Source: an optimization exercise on an open RTL-to-GDS flow (aim: small area, a short achievable clock period and few clock cycles). Production flows keep margins and buffers that such runs may drop. Where RTL was checked, it was by simulation tests only, not by an equivalence proof against the original. The RTL of runs 1, 2 and 6 was laid out without a check of its function. No activity file was given, so power comes from the tool's default toggle rates.

==> flow/run.sh <==
#!/bin/bash
# synth_recipe.tcl (not shown) runs the flow's synth.tcl, then flattens the netlist and writes it again
# the make line also repeats each setting of config.mk as NAME=value (left out here)
make -C /OpenROAD-flow-scripts/flow DESIGN_CONFIG=/design/flow/config.mk WORK_HOME=/design/flow/orfs CLKGATE_MAP_FILE= SYNTH_SCRIPT=/design/flow/synth_recipe.tcl finish
==> flow/config.mk <==
export PLATFORM = sky130hd
export DESIGN_NAME = chillhub_rx
export DESIGN_NICKNAME = chillhub_rx
export VERILOG_FILES = /design/flow/design.v
export SDC_FILE = /design/flow/constraint.sdc
export NUM_CORES = 4
export LEC_CHECK = 0
export CAP_MARGIN = 20
export CORE_MARGIN = 2
export CORE_UTILIZATION = 40
export PLACE_DENSITY = 0.6
export SETUP_SLACK_MARGIN = 2.5
export SLEW_MARGIN = 20
==> flow/constraint.sdc <==
create_clock -name core_clock -period 5.0 [get_ports {clk}]
set_input_delay 1.0000 -clock core_clock [delete_from_list [all_inputs] [get_ports {clk}]]
set_output_delay 1.0000 -clock core_clock [all_outputs]
set_load 0.01 [all_outputs]
==> flow/design.v <==
module chillhub_rx (
    input  wire        clk,
    input  wire        rst,
    input  wire        in_valid,
    output wire        in_ready,
    input  wire [1:0]  in_op,       
    input  wire [7:0]  in_data,     
    input  wire [1:0]  in_class,    
    input  wire [15:0] in_cb,       
    output reg         ev_valid,
    output reg  [1:0]  ev_type,     
    output reg  [15:0] ev_cb,
    output wire [1:0]  ev_class,
    output wire [7:0]  ev_symbol,
    output wire [2:0]  ev_kind,
    output wire [7:0]  ev_len,
    output reg  [7:0]  ev_data,
    output reg  [2:0]  ev_code
);
    localparam SLOTS  = 10;
    localparam [7:0] STX = 8'hFF;
    localparam [7:0] ESC = 8'hFE;
    localparam [1:0] C_FRIDGE = 2'd0, C_ALARM = 2'd1, C_TIME = 2'd2, C_CLOUD = 2'd3;
    localparam [2:0] K_U8 = 3'd0, K_BOOL = 3'd1, K_U16 = 3'd2, K_U32 = 3'd3,
                     K_STRING = 3'd4, K_TIME4 = 3'd5;
    localparam [2:0] DG_CHECKSUM = 3'd2, DG_UNKNOWN = 3'd3, DG_FULL = 3'd4;
    localparam [1:0] OP_BYTE = 2'd0, OP_REG = 2'd1, OP_REMOVE = 2'd2;
    integer i;
    reg             q_v;
    reg             q_byte, q_reg, q_rem;     
    reg [7:0]       q_d;
    reg [1:0]       q_c;
    reg [15:0]      q_cb;
    reg             q_esc;        
    reg             q_stx;        
    reg             q_lo;         
    reg [SLOTS-1:0] q_key;        
    reg             rdy;          
    reg        st_stx, st_len, st_pay, st_hi, st_lo;
    reg        esc;
    reg [5:0]  k;             
    reg [5:0]  rem;           
    reg [13:0] sum;           
    reg        hi_ok;         
    reg [7:0]  pbuf [3:61];   
    reg        m_alarm;       
    reg        m_time;        
    reg [1:0]  m_cls;
    reg [7:0]  m_sym;
    reg [2:0]  m_kind;
    reg        m_dt_bad;      
    reg [2:0]  m_need;        
    reg        m_drop;        
    reg [5:0]  m_len;         
    reg [7:0]  rd_row;
    reg [7:0]  rd_col;
    reg [5:0]  left;
    reg        last;          
    reg        busy;          
    reg              slot_used [0:SLOTS-1];
    reg [7:0]        slot_sym  [0:SLOTS-1];
    reg [1:0]        slot_cls  [0:SLOTS-1];
    reg [15:0]       slot_cb   [0:SLOTS-1];
    reg [SLOTS-1:0] hit;
    reg [SLOTS-1:0] first_free;
    reg full;
    reg any_hit;
    reg seen_free;
    reg [15:0] hit_cb;
    reg [3:0]  n_used;
    always @(*) begin
        full      = 1'b1;
        any_hit   = 1'b0;
        seen_free = 1'b0;
        hit_cb    = 16'd0;
        n_used    = 4'd0;
        for (i = 0; i < SLOTS; i = i + 1) begin
            hit[i]        = q_key[i] && slot_used[i];
            full          = full & slot_used[i];
            any_hit       = any_hit | hit[i];
            hit_cb        = hit_cb | (slot_cb[i] & {16{hit[i]}});
            first_free[i] = !slot_used[i] && !seen_free;
            seen_free     = seen_free | !slot_used[i];
            n_used        = n_used + {3'd0, slot_used[i]};
        end
    end
    wire is_lit   = q_v && q_byte && !(q_esc && !esc);
    wire pay_lit  = is_lit && st_pay;
    wire hi_lit   = is_lit && st_hi;
    wire fin_lit  = is_lit && st_lo && !busy;
    wire len_lit  = is_lit && st_len;
    wire stx_byte = q_v && q_byte && st_stx && q_stx;
    wire is_reg   = q_v && q_reg && !(busy && full);
    wire is_rem   = q_v && q_rem;
    wire stall    = busy && ((q_byte && st_lo) || (q_reg && full));
    wire go       = q_v && !stall;
    wire cs_ok    = hi_ok && q_lo;
    wire dispatch = fin_lit && cs_ok && !m_drop && any_hit;
    wire diag     = (fin_lit && !(cs_ok && !m_drop && !any_hit)) ||
                    (is_reg && full && !any_hit);
    wire busy_n = busy ? !last : (dispatch && m_len != 6'd0);
    wire len_ok = (q_d <= 8'd62);
    wire [5:0] rem_n = len_lit ? q_d[5:0] + 6'd1 : (pay_lit || hi_lit) ? rem - 6'd1 : rem;
    wire st_pay_n = len_lit ? (len_ok && q_d != 8'd0) :
                    pay_lit ? (rem != 6'd2) : st_pay;
    wire st_hi_n  = len_lit ? (q_d == 8'd0) :
                    pay_lit ? (rem == 6'd2) : (hi_lit ? 1'b0 : st_hi);
    wire st_lo_n  = hi_lit ? 1'b1 : (is_lit && st_lo && !busy) ? 1'b0 : st_lo;
    wire st_len_n = stx_byte ? 1'b1 : len_lit ? 1'b0 : st_len;
    wire st_stx_n = (len_lit && !len_ok) || fin_lit ? 1'b1 : stx_byte ? 1'b0 : st_stx;
    wire [13:0] sum_n = len_lit ? 14'd42 : pay_lit ? sum + {6'd0, q_d} : sum;
    wire q_v_n    = rdy ? in_valid : (q_v && !go);
    wire q_byte_n = rdy ? (in_op == OP_BYTE) : q_byte;
    wire q_reg_n  = rdy ? (in_op == OP_REG) : q_reg;
    wire stall_n = busy_n && ((q_byte_n && st_lo_n) || (q_reg_n && n_used >= 4'd9));
    wire [7:0] in_key_sym = (in_op == OP_BYTE) ? m_sym : in_data;
    wire [1:0] in_key_cls = (in_op == OP_BYTE) ? m_cls : in_class;
    wire       key_is_q   = (in_key_sym == q_d) && (in_key_cls == q_c);
    reg [SLOTS-1:0] in_key;
    always @(*) begin
        for (i = 0; i < SLOTS; i = i + 1)
            in_key[i] = (is_reg && first_free[i]) ? key_is_q :
                        (slot_sym[i] == in_key_sym && slot_cls[i] == in_key_cls);
    end
    assign in_ready = rdy;
    always @(posedge clk) begin
        if (rst) begin
            q_v <= 1'b0;
            rdy <= 1'b1;
        end else begin
            q_v <= q_v_n;
            rdy <= !q_v_n || !stall_n;
        end
        if (rdy) begin
            q_byte <= (in_op == OP_BYTE);
            q_reg  <= (in_op == OP_REG);
            q_rem  <= (in_op == OP_REMOVE);
            q_d    <= in_data;
            q_c    <= in_class;
            q_cb   <= in_cb;
            q_esc  <= (in_data == ESC);
            q_stx  <= (in_data == STX);
            q_lo   <= (in_data == sum_n[7:0]);
            q_key  <= in_key;
        end
    end
    assign ev_class  = m_cls;
    assign ev_symbol = m_sym;
    assign ev_kind   = m_kind;
    assign ev_len    = {2'b00, m_len};
    reg [7:0] rd_byte;
    always @(*) begin
        rd_byte = 8'd0;
        for (i = 3; i <= 61; i = i + 1)
            rd_byte = rd_byte | (pbuf[i] & {8{rd_row[i / 8] & rd_col[i % 8]}});
    end
    always @(posedge clk) begin
        ev_cb   <= hit_cb;
        ev_data <= rd_byte;
        ev_type <= busy ? 2'd1 : dispatch ? 2'd0 : 2'd2;
        ev_code <= !fin_lit ? DG_FULL : cs_ok ? DG_UNKNOWN : DG_CHECKSUM;
        for (i = 3; i <= 61; i = i + 1)
            if (k == i)
                pbuf[i] <= q_d;
        if (dispatch) begin
            rd_row <= 8'b0000_0001;
            rd_col <= m_alarm ? 8'b0001_0000 : 8'b0000_1000;
        end else begin
            rd_col <= {rd_col[6:0], rd_col[7]};
            if (rd_col[7])
                rd_row <= {rd_row[6:0], rd_row[7]};
        end
    end
    wire [5:0] n = k - 6'd3;
    always @(posedge clk) begin
        if (hi_lit) begin
            m_len  <= {3'd0, m_need};
            if (k < 6'd3)
                m_drop <= 1'b1;
            else if (m_alarm)
                m_drop <= k < 6'd8;
            else if (m_time)
                m_drop <= k < 6'd7;
            else if (m_kind == K_STRING) begin
                m_drop <= 1'b0;
                m_len  <= n;
            end else
                m_drop <= m_dt_bad || (n < {3'd0, m_need});
        end
    end
    always @(posedge clk) begin
        if (rst) begin
            st_stx   <= 1'b1;
            st_len   <= 1'b0;
            st_pay   <= 1'b0;
            st_hi    <= 1'b0;
            st_lo    <= 1'b0;
            esc      <= 1'b0;
            ev_valid <= 1'b0;
            busy     <= 1'b0;
            for (i = 0; i < SLOTS; i = i + 1)
                slot_used[i] <= 1'b0;
        end else begin
            ev_valid <= busy || diag;
            busy     <= busy_n;
            st_stx   <= st_stx_n;
            st_len   <= st_len_n;
            st_pay   <= st_pay_n;
            st_hi    <= st_hi_n;
            st_lo    <= st_lo_n;
            rem      <= rem_n;
            sum      <= sum_n;
            if (dispatch) begin
                left <= m_len;
                last <= (m_len == 6'd1);
            end else if (busy) begin
                left <= left - 6'd1;
                last <= (left == 6'd2);
            end
            for (i = 0; i < SLOTS; i = i + 1) begin
                if (is_reg && first_free[i]) begin
                    slot_sym[i] <= q_d;
                    slot_cls[i] <= q_c;
                    if (!any_hit)
                        slot_used[i] <= 1'b1;
                end
                if (is_reg && (hit[i] || first_free[i]))
                    slot_cb[i] <= q_cb;
                if ((is_rem || (dispatch && m_time)) && hit[i])
                    slot_used[i] <= 1'b0;
            end
            if (q_v && q_byte && !stall) begin
                if (st_stx) begin
                    if (q_stx)
                        esc <= 1'b0;
                end else begin
                    esc <= q_esc && !esc;
                end
            end
            if (len_lit)
                k <= 6'd0;
            if (pay_lit || hi_lit || fin_lit)
                k <= k + 6'd1;
            if (hi_lit)
                hi_ok <= (q_d == {2'b00, sum[13:8]});
            if (pay_lit) begin
                if (k == 6'd1) begin
                    m_alarm <= (q_d == 8'h05);
                    m_time  <= (q_d == 8'h07);
                    m_cls   <= (q_d == 8'h05) ? C_ALARM :
                               (q_d == 8'h07) ? C_TIME  :
                               (q_d <= 8'h4F) ? C_FRIDGE : C_CLOUD;
                    m_sym   <= (q_d == 8'h07) ? 8'h00 : q_d;
                end
                if (k == 6'd2) begin
                    m_dt_bad <= 1'b0;
                    case (q_d)
                        8'h03:   begin m_kind <= K_U8;     m_need <= 3'd1; end
                        8'h09:   begin m_kind <= K_BOOL;   m_need <= 3'd1; end
                        8'h05:   begin m_kind <= K_U16;    m_need <= 3'd2; end
                        8'h07:   begin m_kind <= K_U32;    m_need <= 3'd4; end
                        8'h02:   begin m_kind <= K_STRING; m_need <= 3'd0; end
                        default: begin m_kind <= K_U8;     m_need <= 3'd1; m_dt_bad <= 1'b1; end
                    endcase
                    if (m_alarm || m_time) begin
                        m_kind <= K_TIME4;
                        m_need <= 3'd4;
                    end
                end
                if (k == 6'd3 && m_alarm)
                    m_sym <= q_d;
            end
        end
    end
endmodule
==> run notes, run 1 <==
Pwr
For this design the ratio of total power to cell area is 368.0 nW/um^2. The analysis attributes to cell leakage a power of 13.94 nW. The worst-case IR drop observed on VDD is 0.3611 mV.

Placed design
Prior to clock tree synthesis, the placed netlist has a worst setup slack of 976.2 ps. The number of buffers added on ports is 80. The final weighted congestion of routability-driven global placement is roughly 0.9. The HPWL after detailed placement is between 60000 and 70000 um.

Yosys
The largest family of logic cells by synthesized area is compound AO/OA/AOI/OAI gates. The number of warnings printed during yosys synthesis is 6. The fraction of the yosys area taken by sequential cells is 0.7406.

The number of enable flip-flop cells after synthesis is 832. The area of the mapped netlist is ~36000 um^2. After synthesis the netlist holds a flip-flop and latch count of 899. The area fraction in compound gates after synthesis is 0.1040. Among all flip-flop cells after synthesis, the most frequent one is sky130_fd_sc_hd__edfxtp_1. The area fraction in and, or, nand and nor cells after synthesis is 0.07374. Of the total synthesized cell area, the portion taken by full adders, half adders and majority gates is 0.01309. The number of distinct library cells after synthesis is 80. The mean instance size in the synthesized netlist is 15.34 um^2. Of the total synthesized cell area, the portion taken by XOR and XNOR cells is 0.03449. The fraction of registers with async set or reset after synthesis is 0. The post-synthesis instance total is 2318. Measured against the total synthesized area, the mux share comes to 0.009996.

CTS
The longest clock path from root to sink contains 3 buffers. The clock reaches the later pin of the worst-skew pair after 680 ps. The clock net sink count is 899. The clock tree from TritonCTS is yes.

The number of buffers added by the clock tree synthesis step is 93. The number of H-tree levels is 3. The clock-pin slew on the worst setup and hold paths is 60 ps. The master cell of the clock root buffer is sky130_fd_sc_hd__clkbuf_16. The number of hold buffers added after CTS is 0.

STA
The worst slew slack as a fraction of its limit is 0.2787. The share of the cycle needed by the critical path after routing is 0.6478. The post-route minimum period is 3239 ps. The number of hold violations in the final report was 0.

For the pin with the worst max-slew slack, the measured transition is 1078 ps. The final-report max-slew violation count was 0. Static timing analysis puts the maximum clock frequency at 308.7 MHz.

Setup slack on the critical path of the routed design comes to 1761 ps. Setup repair after global routing could not meet its margin everywhere. Setup violations remaining at the end of the flow were counted as 0. The final-layout setup total negative slack is 0 ps.

The final clock skew is 73.04 ps.

Cells and area
Of the cells placed in the final design, the portion with a size suffix greater than 1 is 0.1874. The area added between synthesis and finish is 20.20%. The net total in the final layout is 2591. The library cell used most frequently in the layout, excluding fill and tap cells, is sky130_fd_sc_hd__edfxtp_1. The number of antenna diodes in the final layout is 0. In the layout the commonest cells are 832 x sky130_fd_sc_hd__edfxtp_1, 167 x sky130_fd_sc_hd__a22oi_1, 128 x sky130_fd_sc_hd__buf_4. The final core utilization is 0.4842. The register with the most flip-flops in the layout has 472 of them. The largest registers in the layout are pbuf: 472 flops, slot_cb: 160 flops, slot_sym: 80 flops. The largest register by flop count is pbuf.

Global routing
The number of antenna violations at the first check in global routing was 2. The aggregate global routing overflow is 0. The global-route total usage across every layer is 0.2304.

The first global-routing pass estimated 151800 um of wire. Entering global routing, the biggest net connects 78 pins. The via count of the first global-routing pass came to 21800.

Flow run
The max-cap violation count is 0.

Worst setup path
The critical path data arrival time is 3760 ps. The stage delay of the slowest cell on the critical path is 530 ps. The count of buffer and inverter cells on the critical path is 2. Walking the worst path, the cells encountered are fa_1 > inv_1 > fa_1 > fa_1 > inv_1 > ha_2 > fa_1 > nor3b_2 > nor2_1 > a32o_1 > nand3b_1. In this design, the critical path's most frequently occurring cell is sky130_fd_sc_hd__fa_1. The cell type of the slowest stage on the worst timing path is sky130_fd_sc_hd__fa_1. Along the worst path, the maximum fanout reaches 2. STA classifies the critical path endpoint as a register. The element type at the critical path start is a register.

The critical path is of the register to register type. At the worst endpoint, the required time is around 5500 ps. The dominant delay contributor by cell family on the critical path is adder cells.

Die
Measured along the y axis, the die boundary spans 302.1 um. The area of the die is 91270 um^2. The effective utilization at floorplan is 0.4029. Row generation in the floorplan step produced 109 rows. In this run the standard cell core region covers 88240 um^2.

The die is 302.1 um wide. 83 I/O pins were placed.

Routing
The routed design has 106000 um of wire. The post-route antenna net violation count is 0. The via density per instance is 5.920. The violation count after the first detailed-routing iteration is 2921. The DRC violations left is 0. The number of vias in the routed layout is 22310. The average wire per standard cell is 28.11 um. Before antenna repair, the detailed router went through 6 iterations.

Hold path
The classification of the worst-slack hold path is register to register.

Run status
The run finished with no timing, DRC or antenna violations.
## cell families (layout without fill, tap and decap cells)
group / after synthesis / count (layout)
flip-flops: 899 / 899
AND/OR/NAND/NOR: 523 / 523
AO/OA/AOI/OAI: 488 / 488
buffers and inverters: 199 / 484
XOR/XNOR: 140 / 140
multiplexers: 35 / 35
adder cells (fa/ha/maj): 33 / 33
other: 1 / 2
## stage by stage
stage               area (um^2)  cells  hold slack, ps  total power, W
finish                    42730   3769           474.5         0.01573
global route              42730   3769           489.6         0.01612
CTS                       42370   3751           475.9         0.01580
detailed placement        38070   3503           466.2        0.008768
global placement          38030   3500           459.4        0.008758
floorplan                 35760   2319           329.0        0.008615
## synth_stat cells, types with 11 or more instances
master / n / area [um^2]
sky130_fd_sc_hd__a211oi_1: 11 / 82.58
sky130_fd_sc_hd__a21oi_1: 60 / 300.3
sky130_fd_sc_hd__a221oi_1: 25 / 219.0
sky130_fd_sc_hd__a222oi_1: 34 / 340.3
sky130_fd_sc_hd__a22o_1: 58 / 508.0
sky130_fd_sc_hd__a22oi_1: 169 / 1269
sky130_fd_sc_hd__a31oi_1: 18 / 112.6
sky130_fd_sc_hd__a32oi_1: 12 / 105.1
sky130_fd_sc_hd__and2_1: 23 / 143.9
sky130_fd_sc_hd__and3_1: 12 / 75.07
sky130_fd_sc_hd__buf_1: 27 / 101.4
sky130_fd_sc_hd__buf_2: 24 / 120.1
sky130_fd_sc_hd__buf_4: 14 / 105.1
sky130_fd_sc_hd__clkbuf_1: 78 / 292.8
sky130_fd_sc_hd__dfxtp_1: 67 / 1341
sky130_fd_sc_hd__edfxtp_1: 832 / 24980
sky130_fd_sc_hd__ha_1: 26 / 325.3
sky130_fd_sc_hd__inv_1: 52 / 195.2
sky130_fd_sc_hd__mux2i_1: 31 / 310.3
sky130_fd_sc_hd__nand2_1: 97 / 364.1
sky130_fd_sc_hd__nand2b_1: 11 / 68.82
sky130_fd_sc_hd__nand3_1: 66 / 330.3
sky130_fd_sc_hd__nand4_1: 53 / 331.6
sky130_fd_sc_hd__nor2_1: 162 / 608.1
sky130_fd_sc_hd__nor3_1: 23 / 115.1
sky130_fd_sc_hd__nor4_1: 36 / 225.2
sky130_fd_sc_hd__o21ai_0: 24 / 120.1
sky130_fd_sc_hd__o22ai_1: 19 / 118.9
sky130_fd_sc_hd__xnor2_1: 107 / 937.2
sky130_fd_sc_hd__xor2_1: 33 / 289.0
## metal layers
| metal | track usage | up-vias | wire (um) |
|---|---|---|---|
| met4 | 0.09724 | 4 | 4582 |
| met1 | 0.3046 | 11240 | 41600 |
| met3 | 0.06105 | 247 | 10750 |
| met5 | 0.004141 | - | 66 |
| li1 | - | 9550 | - |
| met2 | 0.3601 | 1273 | 48950 |
## where the power goes
| group | total (W) | internal (W) | switching (W) |
|---|---|---|---|
| clock network | 0.00706 | 0.00406 | 0.00299 |
| registers | 0.00825 | 0.00822 | 0.0000343 |
| logic | 0.000416 | 0.000158 | 0.000258 |
## area by class of cell
class                   count  area, um^2
flip-flops and latches    899       26360
repair buffers            259        2502
inverters                  53       217.7
well taps                1165        1458
clock inverters            59       669.4
clock buffers             113        2462
fillers                  7382       45510
multi-input cells        1221        9056
## timing repair
item,in CTS,in global routing
setup endpoints to repair,475,388
setup buffers,75,17
pin swaps,31,24
cloned,1,0
gates resized for setup,155,60
## final timing paths
path	slack (ps)	endpoint	cells past startpoint	startpoint
worst min register to register	470	ev_cb[12]	2	slot_cb[1][12]
worst min-delay path	470	ev_cb[12]	2	slot_cb[1][12]
worst max register to register	1760	rdy	11	slot_used[5]
worst max-delay path	1760	rdy	11	slot_used[5]
## worst reg2reg max path: stages, from the launching register on
cell,delay [ps]
sky130_fd_sc_hd__dfxtp_4,350
sky130_fd_sc_hd__fa_1,530
sky130_fd_sc_hd__inv_1,50
sky130_fd_sc_hd__fa_1,480
sky130_fd_sc_hd__fa_1,510
sky130_fd_sc_hd__inv_1,40
sky130_fd_sc_hd__ha_2,170
sky130_fd_sc_hd__fa_1,500
sky130_fd_sc_hd__nor3b_2,50
sky130_fd_sc_hd__nor2_1,180
sky130_fd_sc_hd__a32o_1,210
sky130_fd_sc_hd__nand3b_1,80
==> run 2, diff against run 1 <==
--- a/flow/config.mk
+++ b/flow/config.mk
@@ -11,3 +11,3 @@
 export PLACE_DENSITY = 0.6
-export SETUP_SLACK_MARGIN = 2.5
+export SETUP_SLACK_MARGIN = 2.8
 export SLEW_MARGIN = 20
==> run notes, run 2 <==
CTS
The number of buffers added by the clock tree synthesis step is 89 (-4.3%). The master cell of the clock root buffer is sky130_fd_sc_hd__clkbuf_16. The number of H-tree levels is 3 (unchanged). The clock tree from TritonCTS is yes. The clock net sink count is 899 (unchanged).

The number of hold buffers added after CTS is 0 (unchanged). The maximum number of buffers from clock root to sink is 3 (unchanged). The insertion delay to the later sink of the worst-skew pair is 660 ps (-20 ps). The clock-pin slew on the worst setup and hold paths is 60 ps (about the same).

Pwr
The areal power density over the cells came to 358.1 nW/um^2 (-2.7%). The switching power share of the total is 0.2017 (-0.007146). The net switching power figure is 0.003202 W (-2.5%). The worst vdd rail ir drop was 0.2915 mV (-19%). The combinational share of power is 0.029 (+0.003). The internal power came to 0.01267 W (+1.9%). The power share of the clock group is 0.451 (+0.002). The sequential fraction of design power is 0.520 (-0.005).

The leakage power is 14.52 nW (+4.2%).

Worst setup path
The required time reported for the critical path endpoint is 5560 ps (+40 ps). The nature of the critical path endpoint is a register. The element type at the critical path start is a register. The critical path data arrival time came to 3860 ps (+100 ps). The critical path is of the register to register type. The top fanout value on the critical path is 2 (unchanged).

Cells and area
In the layout the commonest cells are 832 x sky130_fd_sc_hd__edfxtp_1, 165 x sky130_fd_sc_hd__a22oi_1, 152 x sky130_fd_sc_hd__buf_4. The final core utilization is 0.5024 (+0.01818). In the final layout, the registers with the most flip-flops are pbuf: 472 flops, slot_cb: 160 flops, slot_sym: 80 flops. The number of flip-flops in the largest register is 472 (unchanged). The net total in the final layout is 2654 (+2.4%). The layout cell share with drive strength beyond 1 was 0.2622 (+0.07479). Compared with the post-synthesis result, the final layout area differs by 24.71%. The leading cell type in the layout, fill and taps excluded is sky130_fd_sc_hd__edfxtp_1. Counting flops per register, the top entry is pbuf.

Flow run
The max-cap violation count is 0 (unchanged).

Die
The boundary pin count is 83 (unchanged). The effective utilization at floorplan is 0.4029 (unchanged). The floorplan die height is 302.1 um (unchanged). The total number of placement rows is 109 (unchanged). The area of the die is 91270 um^2 (unchanged).

The core region area came to 88240 um^2 (unchanged). The die span in x is 302.1 um (unchanged).

Yosys
The post-synthesis register bit count is 899 (unchanged). The fraction of the yosys area taken by sequential cells is 0.7406 (unchanged). The post-synthesis instance total is 2318 (unchanged). The library cell with the largest summed area after synthesis is sky130_fd_sc_hd__edfxtp_1. The area of the mapped netlist is 35550 um^2 (unchanged). The top flip-flop cell by instance count after synthesis is sky130_fd_sc_hd__edfxtp_1. sky130_fd_sc_hd__edfxtp_1 is the most common cell in the netlist. The number of distinct library cells after synthesis is 80 (unchanged).

The number of warnings printed during yosys synthesis is 6 (unchanged). The area fraction of the dominant cell type after synthesis came to 0.7028 (unchanged). By area the synthesized netlist is led by sky130_fd_sc_hd__edfxtp_1 70%, sky130_fd_sc_hd__dfxtp_1 3.8%, sky130_fd_sc_hd__a22oi_1 3.6%. The fraction of registers with async set or reset after synthesis is 0 (unchanged). The number of enable flip-flop cells after synthesis is 832 (unchanged).

The mean instance size in the synthesized netlist is 15.34 um^2 (unchanged). Counting instances in the post-synthesis netlist gives the leading cell types as 832 x sky130_fd_sc_hd__edfxtp_1, 169 x sky130_fd_sc_hd__a22oi_1, 162 x sky130_fd_sc_hd__nor2_1.

Global routing
The via count of the first global-routing pass was 22090 (+1.3%). The largest net degree at the start of global routing is 83 (+6.4%). The global-route total usage across every layer is 0.2333 (+0.002883). The global-route wire length before repair is 155000 um (+2.1%). The aggregate global routing overflow is 0 (unchanged).

The number of antenna violations at the first check in global routing was 4 (+2).

STA
The number of failing setup endpoints in the final timing report is 0 (unchanged). The share of the cycle needed by the critical path after routing came to 0.6605 (+0.01272). The fmax came to 302.8 MHz (-1.9%). The final-layout setup total negative slack is 0 ps (unchanged). The final clock skew came to 35.86 ps (-37.18 ps). The number of hold violations in the final report is 0 (unchanged). The actual slew at the worst max-slew pin is 935.6 ps (-142.3 ps).

The final-report max-slew violation count is 0 (unchanged). Setup repair after global routing could not meet its margin everywhere. The post-route minimum period is 3303 ps (+63.61 ps). The worst slew slack as a fraction of its limit was 0.3763 (+0.09755).

Routing
The via density per instance is 6.072 (+2.6%). The number of iterations in the first detailed-routing pass is 8 (+2). The average wire per standard cell was 28.91 um (+2.8%). The violation count after the first detailed-routing iteration is 3496 (+20%). The post-route antenna net violation count came to 0 (unchanged). The DRC violations left is 0 (unchanged). The final wirelength came to 110800 um (+4.6%). The number of vias in the routed layout is 23270 (+4.3%).

Placed design
The final weighted congestion of routability-driven global placement was 0.9197 (-0.42%). The HPWL after detailed placement was 65390 um (-0.51%). The number of buffers added on ports is 80 (unchanged).

Hold path
In this run the worst hold path is classified as register to register.

Run status
The flow ran to the end and the layout has no timing, DRC or antenna violations.
## run 2: layer usage
layer,vias to the layer above,wire (um),GRT usage
li1,9701,-,-
met5,-,20,0
met4,2,3893,0.07826
met3,227,12660,0.05056
met1,11810,44820,0.3382
met2,1536,49410,0.3491
## run 2: logic make-up after synthesis
family | after synthesis | share of synthesized area
mux | 35 | 0.009996
other cells | 1 | 0.0001055
buf+inv | 199 | 0.02397
xor+xnor | 140 | 0.03449
fa+ha+maj | 33 | 0.01309
simple gates | 523 | 0.07374
flops | 899 | 0.7406
compound gates | 488 | 0.1040
## run 2: power by group through the flow
stage	combinational (W)	clock (W)	sequential (W)
detailed placement	0.000340	0	0.00842
CTS	0.000409	0.00722	0.00825
global placement	0.000333	0	0.00842
finish	0.000463	0.00716	0.00825
global route	0.000488	0.00752	0.00825
floorplan	0.000182	0	0.00844
## run 2: stage by stage
stage | hold slack [ps] | power (W) | instances | setup WS, ps | area [um^2]
after floorplan | 329.0 | 0.008621 | 2319 | 1695 | 35880
after global placement | 459.3 | 0.008749 | 3491 | 1075 | 38010
after detailed placement | 464.4 | 0.008760 | 3493 | 1046 | 38040
after CTS | 476.3 | 0.01588 | 3767 | 1734 | 43170
after global routing | 482.3 | 0.01626 | 3831 | 1562 | 44330
final | 474.5 | 0.01587 | 3833 | 1697 | 44330
## run 2: worst paths after layout
kind                                      from         to  slack, ps  cells after the start
worst min register to register  slot_cb[1][12]  ev_cb[12]        470                      2
worst max-delay path              slot_used[5]        rdy       1700                     11
worst min-delay path            slot_cb[1][12]  ev_cb[12]        470                      2
worst max register to register    slot_used[5]        rdy       1700                     11
## run 2: repair_timing
item	CTS	global route
gates resized for setup	459	129
gates cloned	3	5
pin swaps	61	57
setup endpoints to repair	828	588
endpoints found under the hold margin	0	0
setup buffers	104	59
## run 2: cell type report
| type | count | area, um^2 |
|---|---|---|
| Fill cell | 7135 | 43910 |
| Sequential cell | 899 | 26400 |
| Tap cell | 1165 | 1458 |
| Clock inverter | 49 | 694.4 |
| Clock buffer | 118 | 2500 |
| Timing Repair Buffer | 324 | 3234 |
| Inverter | 53 | 227.7 |
| Antenna cell | 2 | 5.005 |
| Multi-Input combinational cell | 1223 | 9813 |
## run 2: critical path, stage by stage, from the launching register on
cell and delay (ps):
sky130_fd_sc_hd__dfxtp_4 350, sky130_fd_sc_hd__fa_1 540, sky130_fd_sc_hd__inv_1 50, sky130_fd_sc_hd__fa_1 480, sky130_fd_sc_hd__fa_1 520, sky130_fd_sc_hd__inv_1 40, sky130_fd_sc_hd__ha_2 180, sky130_fd_sc_hd__fa_1 460
sky130_fd_sc_hd__nor3b_2 190, sky130_fd_sc_hd__nor2_1 90, sky130_fd_sc_hd__a32o_1 250, sky130_fd_sc_hd__nand3b_1 80
==> run 3, diff against run 2 <==
--- a/flow/design.v
+++ b/flow/design.v
@@ -69,3 +69,3 @@
     reg [15:0] hit_cb;
-    reg [3:0]  n_used;
+    reg        one_free;      
     always @(*) begin
@@ -75,3 +75,3 @@
         hit_cb    = 16'd0;
-        n_used    = 4'd0;
+        one_free  = 1'b0;
         for (i = 0; i < SLOTS; i = i + 1) begin
@@ -82,4 +82,4 @@
             first_free[i] = !slot_used[i] && !seen_free;
+            one_free      = (one_free & slot_used[i]) | first_free[i];
             seen_free     = seen_free | !slot_used[i];
-            n_used        = n_used + {3'd0, slot_used[i]};
         end
@@ -114,3 +114,4 @@
     wire q_reg_n  = rdy ? (in_op == OP_REG) : q_reg;
-    wire stall_n = busy_n && ((q_byte_n && st_lo_n) || (q_reg_n && n_used >= 4'd9));
+    wire full_n  = (full && !(is_rem && any_hit)) || (one_free && is_reg && !any_hit);
+    wire stall_n = busy_n && ((q_byte_n && st_lo_n) || (q_reg_n && full_n));
     wire [7:0] in_key_sym = (in_op == OP_BYTE) ? m_sym : in_data;
--- a/flow/config.mk
+++ b/flow/config.mk
@@ -7,7 +7,8 @@
 export LEC_CHECK = 0
+export ABC_CLOCK_PERIOD_IN_PS = 2500
 export CAP_MARGIN = 20
 export CORE_MARGIN = 2
-export CORE_UTILIZATION = 40
-export PLACE_DENSITY = 0.6
-export SETUP_SLACK_MARGIN = 2.8
+export CORE_UTILIZATION = 55
+export PLACE_DENSITY = 0.7
+export SETUP_SLACK_MARGIN = 2.6
 export SLEW_MARGIN = 20
==> run notes, run 3 <==
Run status
The run finished with no timing, DRC or antenna violations.

STA
The final-layout setup total negative slack was 0 ps (unchanged). The actual slew at the worst max-slew pin came to 1139 ps (+203.4 ps). The final-report max-slew violation count is 0 (unchanged).

The post-route minimum period is 2634 ps (-669.1 ps). The worst slew slack as a fraction of its limit is 0.2379 (-0.1384). The number of failing setup endpoints in the final timing report came to 0 (unchanged). The minimum setup slack in the final design is 2366 ps (+669.1 ps). The final clock skew is 20.18 ps (-15.67 ps). Setup repair after global routing could not meet its margin everywhere. The share of the cycle needed by the critical path after routing is 0.5267 (-0.1338). The number of hold violations in the final report is 0 (unchanged). The fmax is 379.7 MHz (+25%).

Worst setup path
The signal on the critical path passes through nand2b_1 > nor2_1. The required time reported for the critical path endpoint is 5240 ps (-320 ps). The stage delay of the slowest cell on the critical path is 1070 ps (+530 ps).

STA classifies the critical path endpoint as a register. The kind of critical path is register to register. The critical path data arrival time came to 2870 ps (-990 ps). The cell type of the slowest stage on the worst timing path is sky130_fd_sc_hd__nor2_1.

The top fanout value on the critical path is 16 (+14). The register-to-register setup slack is 2370 ps (+670 ps). STA classifies the critical path startpoint as a register.

Pwr
The worst vdd rail ir drop came to 0.2463 mV (-16%). The areal power density over the cells came to 368.0 nW/um^2 (+2.8%). The leakage power was 13.79 nW (-5.1%).

Cells and area
Leaving out fill and tap cells, the most frequent cell in the layout is sky130_fd_sc_hd__edfxtp_1. The number of antenna diodes is 0 (-2). Leaving out fill and tap cells, the most frequent cells in the layout are 832 x sky130_fd_sc_hd__edfxtp_1, 175 x sky130_fd_sc_hd__a22oi_1, 109 x sky130_fd_sc_hd__nor2_1. The area growth from synthesis to layout is 18.63%. The layout cell share with drive strength beyond 1 is 0.1811 (-0.08104). The net total in the final layout is 2560 (-3.5%). The final design instance area without fill is 41930 um^2 (-5.4%).

The filler-free cell count of the finished design is 3424 (-11%). The largest registers in the layout are pbuf: 472 flops, slot_cb: 160 flops, slot_sym: 80 flops. The final core utilization came to 0.6622 (+0.1598).

More flip-flops sit in one register than any other, and that register is pbuf. The number of flip-flops in the largest register came to 472 (unchanged).

Routing
The detailed-route wire length on metal 1 is 38440 um (-14%). The average wire per standard cell came to 29.73 um (+2.8%). The amount of wire on met3 after detailed routing came to 12680 um (+0.16%). The via density per instance is 6.675 (+9.9%). The post-route antenna net violation count is 0 (unchanged).

The met2 wire length is 46520 um (-5.8%). The violation count after the first detailed-routing iteration was 3477 (-0.54%). The number of iterations in the first detailed-routing pass was 9 (+1). The final wirelength is 101800 um (-8.1%).

The highest metal layer carrying signal wires in the routed design is met5. The DRC violations left came to 0 (unchanged). The number of vias in the routed layout is 22850 (-1.8%).

CTS
The clock tree from TritonCTS is yes. The insertion delay to the later sink of the worst-skew pair came to 640 ps (-20 ps). The number of hold buffers added after CTS is 0 (unchanged).

The clock-pin slew on the worst setup and hold paths was 60 ps (about the same). The clock net sink count is 899 (unchanged). The maximum number of buffers from clock root to sink is 3 (unchanged). The number of H-tree levels is 3 (unchanged). The cell sitting at the root of the clock tree is a sky130_fd_sc_hd__clkbuf_16. The number of buffers added by the clock tree synthesis step is 88 (-1.1%).

Die
The total number of placement rows is 92 (-16%). The effective utilization at floorplan came to 0.5582 (+0.1554). The floorplan die height is 257.5 um (-15%). The area of the die came to 66300 um^2 (-27%). The core region area is 63310 um^2 (-28%). The boundary pin count is 83 (unchanged). The die span in x is 257.5 um (-15%).

Yosys
The number of distinct library cells after synthesis came to 78 (-2.5%). The number of enable flip-flop cells after synthesis is 832 (unchanged). After synthesis, the cell types taking the most area are sky130_fd_sc_hd__edfxtp_1 71%, sky130_fd_sc_hd__dfxtp_1 3.8%, sky130_fd_sc_hd__a22oi_1 3.8%. The mean instance size in the synthesized netlist is 15.19 um^2 (-0.92%). The area fraction of the dominant cell type after synthesis is 0.7069 (+0.004106). The fraction of the yosys area taken by sequential cells is 0.7449 (+0.004326). The post-synthesis register bit count came to 899 (unchanged). For this run, the leading register cell type out of synthesis is sky130_fd_sc_hd__edfxtp_1.

The area of the mapped netlist is 35340 um^2 (-0.58%). The library cell with the largest summed area after synthesis is sky130_fd_sc_hd__edfxtp_1. In the synthesized netlist, the cells that appear most often are 832 x sky130_fd_sc_hd__edfxtp_1, 177 x sky130_fd_sc_hd__a22oi_1, 169 x sky130_fd_sc_hd__nor2_1.

By instance count, the leading cell after synthesis is sky130_fd_sc_hd__edfxtp_1. The fraction of registers with async set or reset after synthesis is 0 (unchanged). The post-synthesis instance total is 2326 (+0.35%).

The number of warnings printed during yosys synthesis came to 6 (unchanged).

Placed design
The number of buffers added on ports was 80 (unchanged). The worst slack at placement is 1106 ps (+60.73 ps). The HPWL after detailed placement is 61390 um (-6.1%). The total placed cells including tap cells came to 3170 (-9.2%). The instance area after placement came to 37420 um^2 (-1.6%). The final weighted congestion of routability-driven global placement is 0.9391 (+2.1%).

Global routing
The number of antenna violations at the first check in global routing came to 2 (-2). The via count of the first global-routing pass was 21690 (-1.8%). The largest net degree at the start of global routing was 73 (-12%). The global-route wire length before repair was 147100 um (-5.1%).

The aggregate global routing overflow was 0 (unchanged). The global-route total usage across every layer is 0.3028 (+0.06955).

Flow run
The max-cap violation count is 0 (unchanged).

Hold path
The classification of the worst-slack hold path is register to register.
-- run 3: cell types whose count changed after synthesis, moves of 9 or more --
cell / before / now
sky130_fd_sc_hd__a22o_1: 58 / 44
sky130_fd_sc_hd__a31oi_1: 18 / 9
sky130_fd_sc_hd__inv_1: 52 / 32
sky130_fd_sc_hd__a21oi_1: 60 / 82
sky130_fd_sc_hd__nand3_1: 66 / 95
sky130_fd_sc_hd__nand2_1: 97 / 88
sky130_fd_sc_hd__clkbuf_1: 78 / 92
sky130_fd_sc_hd__a32oi_1: 12 / 3
sky130_fd_sc_hd__o22ai_1: 19 / 29
-- run 3: per-layer routing --
metal / vias up / GRT usage
li1: 9514 / -
met1: 11400 / 0.4312
met2: 1664 / 0.4610
met3: 279 / 0.06846
met4: 2 / 0.1111
met5: - / 0
-- run 3: path summary, 6_finish.rpt --
kind,startpoint,to,cells past startpoint
max,k[4],pbuf[37][0],2
min,slot_cb[9][10],ev_cb[10],2
max reg2reg,k[4],pbuf[37][0],2
min reg2reg,slot_cb[9][10],ev_cb[10],2
-- run 3: timing repair --
action | in CTS | in global routing
pin swaps | 25 | 17
cloned | 3 | 3
setup endpoints to repair | 621 | 558
gates resized for setup | 180 | 74
buffers inserted | 46 | 38
-- run 3: layout make-up --
cell class / instances / area [um^2]
Fill cell: 4325 / 21380
Multi-Input combinational cell: 1248 / 9082
Clock buffer: 124 / 2490
Clock inverter: 40 / 456.7
Timing Repair Buffer: 229 / 2311
Tap cell: 846 / 1059
Sequential cell: 899 / 26370
Inverter: 38 / 160.2
-- run 3: cell families (layout without fill, tap and decap cells) --
logic type	after synthesis	after routing	share of synthesized area
and+or+nand+nor	553	553	0.07785
DFF	899	899	0.7449
muxes	33	33	0.009488
xor gates and xnor gates	146	146	0.03618
buffers and inverters	181	431	0.02117
AOI/OAI and AO/OA	487	488	0.1010
other	1	2	0.0001061
adders and majority gates	26	26	0.009347
-- run 3: worst max-delay path: cells and delay by family (launching register included) --
family,cells,cell delay (ps)
simple gates,2,1700
flops,1,520
-- run 3: power breakdown --
group	switching (W)	leakage [nW]	total, W	internal (W)
clock	0.00279	1.43	0.00675	0.00395
sequential	0.0000389	8.13	0.00825	0.00822
combinational	0.000260	4.22	0.000430	0.000170
total	0.00309	13.8	0.0154	0.0123
-- run 3: metrics by stage --
step / hold slack (ps) / power (W)
floorplan: 385.3 / 0.008629
global placement: 468.5 / 0.008764
detailed placement: 479.0 / 0.008777
CTS: 493.0 / 0.01541
global route: 517.3 / 0.01577
finish: 485.8 / 0.01543
Testbench counts of run 3, summed over its fixed seeds: cycles 14,173.
==> run 4, diff against run 3 <==
--- a/flow/config.mk
+++ b/flow/config.mk
@@ -11,2 +11,5 @@
 export CORE_UTILIZATION = 55
+export CTS_BUF_LIST = sky130_fd_sc_hd__clkbuf_8 sky130_fd_sc_hd__clkbuf_16
+export CTS_CLUSTER_DIAMETER = 60
+export CTS_CLUSTER_SIZE = 20
 export PLACE_DENSITY = 0.7
==> run notes, run 4 <==
Yosys
The number of enable flip-flop cells after synthesis was 832 (unchanged). The post-synthesis instance total came to 2326 (unchanged). In the post-synthesis netlist, the biggest area contributors are sky130_fd_sc_hd__edfxtp_1 71%, sky130_fd_sc_hd__dfxtp_1 3.8%, sky130_fd_sc_hd__a22oi_1 3.8%. The area of the mapped netlist is 35340 um^2 (unchanged). After synthesis, the largest family of logic cells by area is compound AO/OA/AOI/OAI gates. The fraction of the yosys area taken by sequential cells is 0.7449 (unchanged).

The area fraction of the dominant cell type after synthesis is 0.7069 (unchanged). The post-synthesis register bit count was 899 (unchanged). The adder and majority cell fraction of the synthesized area was 0.009346 (unchanged). The number of distinct library cells after synthesis is 78 (unchanged).

The area fraction in compound gates after synthesis is 0.1010 (unchanged). The fraction of registers with async set or reset after synthesis is 0 (unchanged). Among all cell types in the netlist, the one instantiated most often is sky130_fd_sc_hd__edfxtp_1. The mean instance size in the synthesized netlist is 15.19 um^2 (unchanged). sky130_fd_sc_hd__edfxtp_1 takes more of the synthesized area than any other cell. The post-synthesis mux area share is 0.009488 (unchanged). For this run, the leading register cell type out of synthesis is sky130_fd_sc_hd__edfxtp_1. The area fraction in and, or, nand and nor cells after synthesis is 0.07785 (unchanged). The xor/xnor share of the synthesized area is 0.03618 (unchanged). The number of warnings printed during yosys synthesis is 6 (unchanged). Ranked by instance count, the synthesized netlist is headed by 832 x sky130_fd_sc_hd__edfxtp_1, 177 x sky130_fd_sc_hd__a22oi_1, 169 x sky130_fd_sc_hd__nor2_1.

Routing
The post-route antenna net violation count is 0 (unchanged). The number of iterations in the first detailed-routing pass is 9 (unchanged). The DRC violations left was 0 (unchanged). The via density per instance was 6.676 (about the same). The final wirelength is 101400 um (-0.40%).

The number of vias in the routed layout is 22470 (-1.7%). The highest metal layer with signal wires is met5. The amount of wire on met3 after detailed routing was 12630 um (-0.45%). The average wire per standard cell is 30.12 um (+1.3%). The violation count after the first detailed-routing iteration is 3741 (+7.6%). The detailed-route wire length on metal 1 is 38200 um (-0.63%).

The met2 wire length is 46780 um (+0.56%).

Die
The effective utilization at floorplan is 0.5582 (unchanged). The core region area is 63310 um^2 (unchanged). The die span in x is 257.5 um (unchanged). The floorplan die height came to 257.5 um (unchanged).

The boundary pin count was 83 (unchanged). The total number of placement rows is 92 (unchanged). The area of the die is 66300 um^2 (unchanged).

Cells and area
The count of fill cells added during filler insertion is 4463 (+3.2%). The sequential cell area came to 26370 um^2 (about the same). The number of flip-flops in the largest register is 472 (unchanged).

The footprint of the multi-input gates is 9070 um^2 (-0.14%). The net total in the final layout was 2526 (-1.3%). The layout cell share with drive strength beyond 1 is 0.1640 (-0.01719).

The leading cell type in the layout, fill and taps excluded is sky130_fd_sc_hd__edfxtp_1. The largest register by flop count is pbuf. The largest registers in the layout are pbuf: 472 flops, slot_cb: 160 flops, slot_sym: 80 flops. Relative to the synthesized area, the layout overhead comes to 15.31%. The filler-free cell count of the finished design is 3366 (-1.7%).

In the layout the commonest cells are 832 x sky130_fd_sc_hd__edfxtp_1, 175 x sky130_fd_sc_hd__a22oi_1, 114 x sky130_fd_sc_hd__nor2_1.

STA
The number of hold violations in the final report was 0 (unchanged). The number of failing setup endpoints in the final timing report is 0 (unchanged). The final-layout setup total negative slack is 0 ps (unchanged). The final-report max-slew violation count was 0 (unchanged). The final clock skew came to 29.87 ps (+9.688 ps). The fmax is 377.0 MHz (-0.70%). The worst slew slack as a fraction of its limit was 0.2088 (-0.02905). Setup repair after global routing could not meet its margin everywhere. The share of the cycle needed by the critical path after routing is 0.5304 (+0.003712).

The post-route minimum period is 2652 ps (+18.56 ps). The actual slew at the worst max-slew pin was 1182 ps (+43.41 ps).

Placed design
The HPWL after detailed placement came to 61390 um (unchanged). The final weighted congestion of routability-driven global placement is 0.9391 (unchanged). The number of buffers added on ports came to 80 (unchanged). The total placed cells including tap cells is 3170 (unchanged).

Worst setup path
Walking the worst path, the cells encountered are nand2b_1 > nor2_1. The endpoint of the lowest-slack register-to-register path is pbuf[37][7]. The stage delay of the slowest cell on the critical path is 1100 ps (+30 ps). The cell count of the worst reg-to-reg path is 2 (unchanged).

The required time reported for the critical path endpoint is 5250 ps (about the same). The slowest stage of the critical path is the sky130_fd_sc_hd__nor2_1 cell. The top fanout value on the critical path is 16 (unchanged). In this run the critical register-to-register path is launched from k[4]. The origin of the worst setup path is k[4]. The nature of the critical path endpoint is a register. The critical path data arrival time was 2900 ps (+30 ps). The critical path ends at pbuf[37][7].

The worst setup path is of the register to register kind. The register-to-register setup slack is 2350 ps (-20 ps). The element type at the critical path start is a register.

CTS
The number of buffers added by the clock tree synthesis step is 57 (-35%). The clock-pin slew on the worst setup and hold paths is 80 ps (+20 ps). The insertion delay to the later sink of the worst-skew pair is 660 ps (+20 ps). The maximum number of buffers from clock root to sink is 3 (unchanged).

TritonCTS built the clock tree. The number of H-tree levels came to 2 (-1). CTS placed an instance of sky130_fd_sc_hd__clkbuf_16 at the clock tree root. The clock net sink count is 899 (unchanged). The number of hold buffers added after CTS is 0 (unchanged).

Pwr
The leakage power is 13.32 nW (-3.4%). The worst vdd rail ir drop is 0.2479 mV (+0.64%). The areal power density over the cells is 332.0 nW/um^2 (-9.8%).

Global routing
The global-route wire length before repair is 145800 um (-0.87%). The aggregate global routing overflow came to 0 (unchanged). The via count of the first global-routing pass is 21400 (-1.3%). The number of antenna violations at the first check in global routing is 2 (unchanged). The global-route total usage across every layer is 0.2998 (-0.003022).

The largest net degree at the start of global routing is 73 (unchanged).

Hold path
The launch instance of the worst min-delay path is slot_cb[1][11]. The min-delay analysis places its worst path in the category register to register.

Run status
The run finished with no timing, DRC or antenna violations.

Flow run
The max-cap violation count is 0 (unchanged).
==> run 4: final cells by class <==
class | instances | area share
tap | 846 | 0.02597
sequential | 899 | 0.6472
timing repair buffer | 226 | 0.05536
inverter | 38 | 0.003961
multi-input combinational | 1248 | 0.2226
antenna | 1 | 0.00006140
clock inverter | 48 | 0.008351
clock buffer | 60 | 0.03657
==> run 4: cell families after synthesis <==
family | count (synthesis)
DFF | 899
and+or+nand+nor | 553
AOI/OAI and AO/OA | 487
buffers and inverters | 181
xor gates and xnor gates | 146
muxes | 33
adders and majority gates | 26
other | 1
==> run 4: timing repair <==
item / CTS / global route
resized for setup: 190 / 69
gates cloned: 4 / 2
pin swaps: 25 / 17
buffers inserted: 52 / 29
endpoints found under the setup margin: 627 / 410
==> run 4: worst max-delay path: cells and delay by family (launching register included) <==
family	cells	cell delay, ps
AND/OR/NAND/NOR	2	1720
flip-flops	1	540
==> run 4: worst min path at each step <==
| stage | depth (start not counted) | slack, ps | endpoint |
|---|---|---|---|
| final | 2 | 490 | ev_cb[11] |
| after global routing | 2 | 520 | ev_cb[11] |
| after CTS | 2 | 500 | ev_cb[11] |
| after detailed placement | 2 | 480 | ev_cb[11] |
| after global placement | 2 | 470 | ev_cb[12] |
| after floorplan | 0 | 390 | ev_type[0] |
==> run 4: metal layers <==
metal | vias up | GRT usage
met5 | - | 0
met3 | 246 | 0.06856
met1 | 11240 | 0.4287
met4 | 2 | 0.1012
met2 | 1582 | 0.4579
li1 | 9408 | -
==> run 4: power breakdown <==
group	total, W	internal (W)	switching, W
clock network	0.00485	0.00231	0.00254
logic	0.000434	0.000170	0.000264
registers	0.00824	0.00820	0.0000391
==> run 4: through the flow <==
| stage | power (W) | setup slack (ps) | utilization | hold WS (ps) | cell area, um^2 |
|---|---|---|---|---|---|
| 3_5_place_dp | 0.008777 | 1106 | 0.5910 | 479.0 | 37420 |
| 2_1_floorplan | 0.008629 | 1839 | - | 385.3 | 35700 |
| 5_1_grt | 0.01385 | 2380 | 0.6437 | 519.2 | 40750 |
| 6_report | 0.01353 | 2348 | 0.6437 | 489.7 | 40750 |
| 3_3_place_gp | 0.008764 | 1213 | 0.5905 | 468.5 | 37380 |
| 4_1_cts | 0.01350 | 2406 | 0.6359 | 497.2 | 40260 |
==> run 5, diff against run 4 <==
--- a/flow/config.mk
+++ b/flow/config.mk
@@ -11,5 +11,5 @@
 export CORE_UTILIZATION = 55
-export CTS_BUF_LIST = sky130_fd_sc_hd__clkbuf_8 sky130_fd_sc_hd__clkbuf_16
-export CTS_CLUSTER_DIAMETER = 60
-export CTS_CLUSTER_SIZE = 20
+export CTS_BUF_LIST = sky130_fd_sc_hd__clkbuf_8
+export CTS_CLUSTER_DIAMETER = 50
+export CTS_CLUSTER_SIZE = 15
 export PLACE_DENSITY = 0.7
==> run notes, run 5 <==
Cells and area
The net total in the final layout is 2572 (+1.8%). pbuf holds more flip-flops than any other register. The final core utilization was 0.6453 (+0.001561). The layout cell share with drive strength beyond 1 was 0.1934 (+0.02947). The leading cell type in the layout, fill and taps excluded is sky130_fd_sc_hd__edfxtp_1. The library cells used most frequently in the layout, excluding fill and tap cells, are 832 x sky130_fd_sc_hd__edfxtp_1, 175 x sky130_fd_sc_hd__a22oi_1, 119 x sky130_fd_sc_hd__buf_4. From synthesis to final layout, the design area changed by 15.59%.

In the final layout, the registers with the most flip-flops are pbuf: 472 flops, slot_cb: 160 flops, slot_sym: 80 flops. The number of flip-flops in the largest register is 472 (unchanged).

CTS
The clock-pin slew on the worst setup and hold paths came to 90 ps (about the same). The clock net sink count is 899 (unchanged). The clock tree from TritonCTS is yes. The number of hold buffers added after CTS is 0 (unchanged). The number of buffers added by the clock tree synthesis step is 86 (+51%). The insertion delay to the later sink of the worst-skew pair came to 750 ps (+90 ps). The number of H-tree levels came to 3 (+1). The master cell of the clock root buffer is sky130_fd_sc_hd__clkbuf_8.

The maximum number of buffers from clock root to sink is 3 (unchanged).

Placed design
The final weighted congestion of routability-driven global placement is 0.9391 (unchanged). The HPWL after detailed placement came to 61390 um (unchanged). The number of buffers added on ports is 80 (unchanged).

The worst slack at placement is 1106 ps (unchanged).

Pwr
The power share of the clock group came to 0.361 (+0.002). The net switching power figure is 0.002999 W (+5.5%). The sequential fraction of design power came to 0.608 (about the same).

The worst vdd rail ir drop is 0.2299 mV (-7.3%). The areal power density over the cells was 331.8 nW/um^2 (about the same). The internal power is 0.01055 W (-1.2%). The leakage power is 13.36 nW (+0.27%). The switching power share of the total came to 0.2212 (+0.01116). The combinational share of power is 0.031 (about the same).

Routing
The via density per instance is 6.644 (-0.48%). The DRC violations left was 0 (unchanged). The number of vias in the routed layout came to 22820 (+1.5%).

The violation count after the first detailed-routing iteration is 3545 (-5.2%). The final wirelength is 101500 um (+0.15%). The number of iterations in the first detailed-routing pass was 6 (-3). The average wire per standard cell is 29.57 um (-1.8%). The post-route antenna net violation count is 0 (unchanged).

Yosys
The post-synthesis instance total is 2326 (unchanged). The number of enable flip-flop cells after synthesis is 832 (unchanged). The fraction of the yosys area taken by sequential cells is 0.7449 (unchanged). Sorting the synthesized cells by area gives the leading types as sky130_fd_sc_hd__edfxtp_1 71%, sky130_fd_sc_hd__dfxtp_1 3.8%, sky130_fd_sc_hd__a22oi_1 3.8%. The number of distinct library cells after synthesis is 78 (unchanged). The fraction of registers with async set or reset after synthesis is 0 (unchanged). The library cell with the largest summed area after synthesis is sky130_fd_sc_hd__edfxtp_1. The area of the mapped netlist came to 35340 um^2 (unchanged). The top flip-flop cell by instance count after synthesis is sky130_fd_sc_hd__edfxtp_1. The mean instance size in the synthesized netlist is 15.19 um^2 (unchanged).

The number of warnings printed during yosys synthesis was 6 (unchanged). The area fraction of the dominant cell type after synthesis is 0.7069 (unchanged). The most common cell in the synthesized netlist is sky130_fd_sc_hd__edfxtp_1. Counting instances in the post-synthesis netlist gives the leading cell types as 832 x sky130_fd_sc_hd__edfxtp_1, 177 x sky130_fd_sc_hd__a22oi_1, 169 x sky130_fd_sc_hd__nor2_1.

The post-synthesis register bit count came to 899 (unchanged).

STA
The fmax came to 379.6 MHz (+0.69%). The worst slew slack as a fraction of its limit is 0.1464 (-0.06240). The minimum setup slack in the final design came to 2366 ps (+18.14 ps). Setup repair after global routing could not meet its margin everywhere. The number of failing setup endpoints in the final timing report came to 0 (unchanged).

The post-route minimum period was 2634 ps (-18.14 ps). The final clock skew is 54.55 ps (+24.68 ps). The actual slew at the worst max-slew pin is 1280 ps (+97.97 ps). The share of the cycle needed by the critical path after routing is 0.5268 (-0.003628). The final-layout setup total negative slack is 0 ps (unchanged).

The final-report max-slew violation count came to 0 (unchanged). The number of hold violations in the final report is 0 (unchanged). The worst hold margin is 497.0 ps (+7.372 ps).

Flow run
The max-cap violation count is 0 (unchanged).

Worst setup path
The origin of the worst setup path is k[4]. Traced cell by cell, the critical path runs through nand2b_1 > nor2_1. The launch instance of the worst register-to-register path is k[4]. The stage delay of the slowest cell on the critical path was 1040 ps (-60 ps).

The worst setup path is captured at a register. The cell type of the slowest stage on the worst timing path is sky130_fd_sc_hd__nor2_1. The worst setup path is of the register to register kind. The worst setup path is launched from a register.

The critical path data arrival time came to 2950 ps (+50 ps). The required time reported for the critical path endpoint is 5320 ps (+70 ps). The top fanout value on the critical path is 16 (unchanged).

The register-to-register setup slack was 2370 ps (+20 ps).

Die
The boundary pin count is 83 (unchanged). The floorplan die height is 257.5 um (unchanged). The effective utilization at floorplan is 0.5582 (unchanged). The core region area came to 63310 um^2 (unchanged). The area of the die is 66300 um^2 (unchanged). The die span in x came to 257.5 um (unchanged). The total number of placement rows is 92 (unchanged).

Global routing
The global-route wire length before repair is 146800 um (+0.70%). The global-route total usage across every layer came to 0.3025 (+0.002751). The largest net degree at the start of global routing is 73 (unchanged). The aggregate global routing overflow is 0 (unchanged).

The number of antenna violations at the first check in global routing is 2 (unchanged). The via count of the first global-routing pass is 21810 (+1.9%).

Run status
The flow ran to the end and the layout has no timing, DRC or antenna violations.

Hold path
In this run the most critical hold path is launched from slot_cb[3][12]. The tightest min-delay check is of the register to register type.
## run 5: per-stage QoR
stage          area, um^2  total power [W]  instances
2_1_floorplan       35700         0.008629       2327
3_3_place_gp        37380         0.008764       3169
3_5_place_dp        37420         0.008777       3170
4_1_cts             40390          0.01355       3403
5_1_grt             40850          0.01389       3433
6_report            40850          0.01355       3434
## run 5: cells by family after synthesis
family | synth area share
muxes | 0.009488
AOI/OAI and AO/OA | 0.1010
xor gates and xnor gates | 0.03618
DFF | 0.7449
adders and majority gates | 0.009347
and+or+nand+nor | 0.07785
buffers and inverters | 0.02117
other | 0.0001061
## run 5: area by class of cell
class	count	area, um^2
Antenna cell	3	7.507
Clock buffer	93	1280
Clock inverter	64	641.9
Tap cell	846	1059
Sequential cell	899	26370
Multi-Input combinational cell	1249	9069
Timing Repair Buffer	242	2265
Inverter	38	157.7
Fill cell	4481	22460
## run 5: worst max-delay path: cells and delay by family (launching register included)
family	cells	cell delay, ps
simple gates	2	1680
flops	1	540
## run 5: routing by layer
metal | vias up | GRT usage | share of wire
li1 | 9522 | - | -
met1 | 11330 | 0.4284 | 0.38
met2 | 1658 | 0.4592 | 0.46
met3 | 304 | 0.07220 | 0.12
met4 | 2 | 0.1135 | 0.043
met5 | - | 0 | 0.00017
## run 5: path summary, 6_finish.rpt
kind / end / cells past startpoint
max: pbuf[37][1] / 2
min: ev_cb[12] / 2
max reg2reg: pbuf[37][1] / 2
min reg2reg: ev_cb[12] / 2
## run 5: repair_timing
item                       CTS  global route
hold endpoints to repair     0             0
gates cloned                 4             2
setup endpoints to repair  638           291
resized for setup          239            51
setup buffers               72            26
pin swaps                   31            12
## run 5: power by group through the flow
stage / clock (W) / combinational, W / sequential, W
after floorplan: 0 / 0.000190 / 0.00844
after global placement: 0 / 0.000343 / 0.00842
after detailed placement: 0 / 0.000354 / 0.00842
after CTS: 0.00492 / 0.000386 / 0.00824
after global routing: 0.00520 / 0.000440 / 0.00825
final: 0.00489 / 0.000417 / 0.00824
==> run 6, diff against run 5 <==
--- a/flow/design.v
+++ b/flow/design.v
@@ -12,5 +12,5 @@
     output reg  [15:0] ev_cb,
-    output wire [1:0]  ev_class,
-    output wire [7:0]  ev_symbol,
-    output wire [2:0]  ev_kind,
+    output reg  [1:0]  ev_class,
+    output reg  [7:0]  ev_symbol,
+    output reg  [2:0]  ev_kind,
     output wire [7:0]  ev_len,
@@ -125,2 +125,3 @@
     end
+    wire rdy_n = !q_v_n || !stall_n;
     assign in_ready = rdy;
@@ -132,3 +133,3 @@
             q_v <= q_v_n;
-            rdy <= !q_v_n || !stall_n;
+            rdy <= rdy_n;
         end
@@ -147,6 +148,4 @@
     end
-    assign ev_class  = m_cls;
-    assign ev_symbol = m_sym;
-    assign ev_kind   = m_kind;
-    assign ev_len    = {2'b00, m_len};
+    reg [5:0] hdr_len;
+    assign ev_len = {2'b00, hdr_len};
     reg [7:0] rd_byte;
@@ -158,3 +157,7 @@
     always @(posedge clk) begin
-        ev_cb   <= hit_cb;
+        ev_cb     <= hit_cb;
+        ev_class  <= m_cls;
+        ev_symbol <= m_sym;
+        ev_kind   <= m_kind;
+        hdr_len   <= m_len;
         ev_data <= rd_byte;
--- a/flow/config.mk
+++ b/flow/config.mk
@@ -15,3 +15,3 @@
 export PLACE_DENSITY = 0.7
-export SETUP_SLACK_MARGIN = 2.6
+export SETUP_SLACK_MARGIN = 2.45
 export SLEW_MARGIN = 20
==> run notes, run 6 <==
Die
The effective utilization at floorplan is 0.5536 (-0.004624). The total number of placement rows is 93 (+1.1%). The floorplan die height came to 258.0 um (+0.21%). The die span in x came to 258.0 um (+0.21%). The area of the die is 66580 um^2 (+0.42%). The boundary pin count is 83 (unchanged).

The core region area came to 64120 um^2 (+1.3%).

Pwr
The power share of the clock group is 0.361 (about the same). The switching power share of the total is 0.2215 (+0.0002582). The leakage power is 13.48 nW (+0.92%). The combinational share of power is 0.028 (-0.003). The total power is 0.01374 W (+1.4%).

The sequential fraction of design power came to 0.611 (+0.003). The internal power is 0.01069 W (+1.3%). The net switching power figure came to 0.003043 W (+1.5%). The areal power density over the cells was 335.8 nW/um^2 (+1.2%). The worst vdd rail ir drop came to 0.3197 mV (+39%).

STA
The final-report max-slew violation count is 0 (unchanged). The fmax is 376.8 MHz (-0.75%). The worst hold margin was 415.4 ps (-81.67 ps). Setup repair after global routing could not meet its margin everywhere. The number of failing setup endpoints in the final timing report is 0 (unchanged). The final-layout setup total negative slack came to 0 ps (unchanged). The final clock skew was 75.19 ps (+20.64 ps). The actual slew at the worst max-slew pin is 1178 ps (-102.0 ps). The post-route minimum period was 2654 ps (+19.86 ps). The number of hold violations in the final report is 0 (unchanged). The share of the cycle needed by the critical path after routing is 0.5308 (+0.003972). The worst slew slack as a fraction of its limit was 0.2115 (+0.06511).

Run status
The flow ran to the end and the layout has no timing, DRC or antenna violations.

Placed design
The HPWL after detailed placement is 62710 um (+2.2%). The number of buffers added on ports is 80 (unchanged). The instance area after placement is 37590 um^2 (+0.48%). The final weighted congestion of routability-driven global placement is 0.9301 (-0.96%).

Global routing
The global routing met1 resource utilization is 0.4449 (+0.01646). The peak-usage layer in the global routing report is met2. The number of antenna violations at the first check in global routing is 5 (+3).

The largest net degree at the start of global routing is 75 (+2.7%). The via count of the first global-routing pass came to 21330 (-2.2%). The global-route total usage across every layer is 0.3057 (+0.003172). The met3 layer usage reported by global route is 0.07440 (+0.002199). The met2 usage in global routing came to 0.4548 (-0.004331). The global-route wire length before repair is 147800 um (+0.68%). The aggregate global routing overflow is 0 (unchanged).

Cells and area
Leaving out fill and tap cells, the most frequent cell in the layout is sky130_fd_sc_hd__edfxtp_1. The count of fill cells added during filler insertion was 4492 (+0.25%). Counting flops per register, the top entry is pbuf. The area growth from synthesis to layout is 15.26%. The final design instance area without fill came to 40910 um^2 (+0.15%). The layout cell share with drive strength beyond 1 is 0.1754 (-0.01803). The largest registers in the layout are pbuf: 472 flops, slot_cb: 160 flops, slot_sym: 80 flops. The number of flip-flops in the largest register is 472 (unchanged). In the layout the commonest cells are 832 x sky130_fd_sc_hd__edfxtp_1, 174 x sky130_fd_sc_hd__a22oi_1, 106 x sky130_fd_sc_hd__buf_4. The net total in the final layout came to 2557 (-0.58%).

Yosys
The area fraction in compound gates after synthesis came to 0.1003 (-0.0007162). The fraction of the yosys area taken by sequential cells is 0.7524 (+0.007513). The fraction of registers with async set or reset after synthesis is 0 (unchanged). By area, the combinational part of the netlist is dominated by compound AO/OA/AOI/OAI gates. The adder and majority cell fraction of the synthesized area is 0.009024 (-0.0003222). The xor/xnor share of the synthesized area is 0.03800 (+0.001818). The top flip-flop cell by instance count after synthesis is sky130_fd_sc_hd__edfxtp_1. The post-synthesis instance total is 2315 (-0.47%). The number of distinct library cells after synthesis came to 76 (-2.6%). The most frequent cell after synthesis is sky130_fd_sc_hd__edfxtp_1. The post-synthesis mux area share is 0.007156 (-0.002332). The number of warnings printed during yosys synthesis is 6 (unchanged).

The number of enable flip-flop cells after synthesis is 832 (unchanged). The library cell with the largest summed area after synthesis is sky130_fd_sc_hd__edfxtp_1. The area fraction of the dominant cell type after synthesis is 0.7039 (-0.003040). The mean instance size in the synthesized netlist is 15.33 um^2 (+0.91%).

The commonest cells after synthesis are 832 x sky130_fd_sc_hd__edfxtp_1, 174 x sky130_fd_sc_hd__a22oi_1, 153 x sky130_fd_sc_hd__nor2_1. Sorting the synthesized cells by area gives the leading types as sky130_fd_sc_hd__edfxtp_1 70%, sky130_fd_sc_hd__dfxtp_1 4.9%, sky130_fd_sc_hd__a22oi_1 3.7%. The post-synthesis register bit count was 918 (+2.1%). The area of the mapped netlist came to 35490 um^2 (+0.43%). The area fraction in and, or, nand and nor cells after synthesis was 0.07209 (-0.005763).

Worst setup path
The critical path data arrival time is 3170 ps (+220 ps). The startpoint identified for the worst register-to-register timing path is rd_col[3]. The required time reported for the critical path endpoint is 5510 ps (+190 ps).

The cell count of the worst reg-to-reg path is 5 (+3). By startpoint and endpoint, the worst setup path is classified as register to register. The worst setup path is captured at a register. The origin of the worst setup path is rd_col[3].

The worst setup path is launched from a register. The top fanout value on the critical path is 13 (-3).

CTS
The clock-pin slew on the worst setup and hold paths came to 90 ps (about the same). The cell sitting at the root of the clock tree is a sky130_fd_sc_hd__clkbuf_8. The insertion delay to the later sink of the worst-skew pair is 770 ps (+20 ps). The clock net sink count is 918 (+2.1%). The number of hold buffers added after CTS came to 0 (unchanged). The number of buffers added by the clock tree synthesis step was 88 (+2.3%).

TritonCTS built the clock tree. The number of H-tree levels was 3 (unchanged). The maximum number of buffers from clock root to sink is 3 (unchanged).

Hold path
The launch instance of the worst min-delay path is m_len[2]. The path class of the tightest hold or removal check is register to register. The count of cells along the worst hold path is 0 (-2).

Routing
The average wire per standard cell is 29.91 um (+1.1%). The number of iterations in the first detailed-routing pass was 7 (+1). The via density per instance was 6.612 (-0.48%).

The number of vias in the routed layout was 22700 (-0.51%). The final wirelength is 102700 um (+1.1%). The violation count after the first detailed-routing iteration is 3686 (+4.0%).

The post-route antenna net violation count is 0 (unchanged). The DRC violations left is 0 (unchanged).

Flow run
The max-cap violation count is 0 (unchanged).
==> run 6: worst paths after layout <==
| check | endpoint | slack, ps |
|---|---|---|
| worst max-delay path | ev_data[2] | 2350 |
| worst min-delay path | hdr_len[2] | 420 |
| worst max register to register | ev_data[2] | 2350 |
| worst min register to register | hdr_len[2] | 420 |
==> run 6: through the flow <==
stage | util | setup WS [ps] | std cells
3_5_place_dp | 0.5864 | 1026 | 3179
2_1_floorplan | - | 1847 | 2316
5_1_grt | 0.6381 | 2355 | 3433
4_1_cts | 0.6323 | 2357 | 3410
6_report | 0.6381 | 2346 | 3433
3_3_place_gp | 0.5859 | 1073 | 3178
==> run 6: kinds of logic (layout without fill, tap and decap cells) <==
group,after synthesis,count (layout)
other cells,1,3
simple gates,517,521
fa+ha+maj,25,25
xor+xnor,154,154
mux,25,25
compound gates,488,488
buf+inv,187,444
flops,918,918
==> run 6: metal layers <==
| metal | part of all wire | vias to the layer above |
|---|---|---|
| li1 | - | 9463 |
| met1 | 0.38 | 11260 |
| met2 | 0.45 | 1727 |
| met3 | 0.14 | 250 |
| met4 | 0.038 | 2 |
| met5 | 0.000088 | - |
==> run 6: power by group through the flow <==
stage	combinational, W	clock, W	sequential, W
after floorplan	0.000160	0	0.00859
after global placement	0.000304	0	0.00858
after detailed placement	0.000312	0	0.00858
after CTS	0.000359	0.00500	0.00840
after global routing	0.000405	0.00529	0.00840
final	0.000384	0.00496	0.00840
==> run 6: worst max-delay path: stages, from the launching register on <==
cell and delay (ps):
sky130_fd_sc_hd__dfxtp_4 430, sky130_fd_sc_hd__buf_4 240, sky130_fd_sc_hd__a222oi_1 940, sky130_fd_sc_hd__o22ai_1 210, sky130_fd_sc_hd__nor4_2 320, sky130_fd_sc_hd__nand4_1 290
==> run 6: repair_timing <==
item	CTS	global route
buffers inserted	61	21
endpoints found under the hold margin	0	0
gates resized for setup	147	50
gates cloned	4	1
pin swaps	20	16
endpoints found under the setup margin	544	445
==> run 6: final cells by class <==
| type | count | area (um^2) | share of cell area |
|---|---|---|---|
| flip-flops and latches | 918 | 26740 | 0.6536 |
| multi-input cells | 1215 | 8728 | 0.2133 |
| repair buffers | 230 | 2215 | 0.05413 |
| clock buffers | 92 | 1266 | 0.03095 |
| well taps | 855 | 1070 | 0.02615 |
| clock inverters | 74 | 680.7 | 0.01664 |
| inverters | 48 | 211.5 | 0.005169 |
| diodes | 1 | 2.502 | 0.00006117 |

[static timing again, ports no longer ideal]
The results above use ideal ports. As a check the final layouts listed here were re-extracted and re-timed, cells and wires unchanged.
Step 1: set_driving_cell puts a clkbuf_16 on clk and a buf_2 on each other input, an assumption about the parent block.
Step 2 also shifts input and output timing later by t, the mid clock arrival at the registers, as if the neighbouring blocks saw the same clock.
Three values: no drivers, after step 1, after step 2; two values: the first two.
run | t (ns) | setup slack, ns
run 1 | 0.709 | 1.761 / 1.761 / 1.761
run 2 | 0.710 | 1.697 / 1.697 / 1.697
run 3 | 0.695 | 2.366 / 2.366 / 1.866
run 4 | 0.705 | 2.348 / 2.348 / 1.879
run 5 | 0.773 | 2.366 / 2.366 / 1.902
run 6 | 0.792 | 2.346 / 2.346 / 1.686
After both steps setup and hold are still met in every run listed.
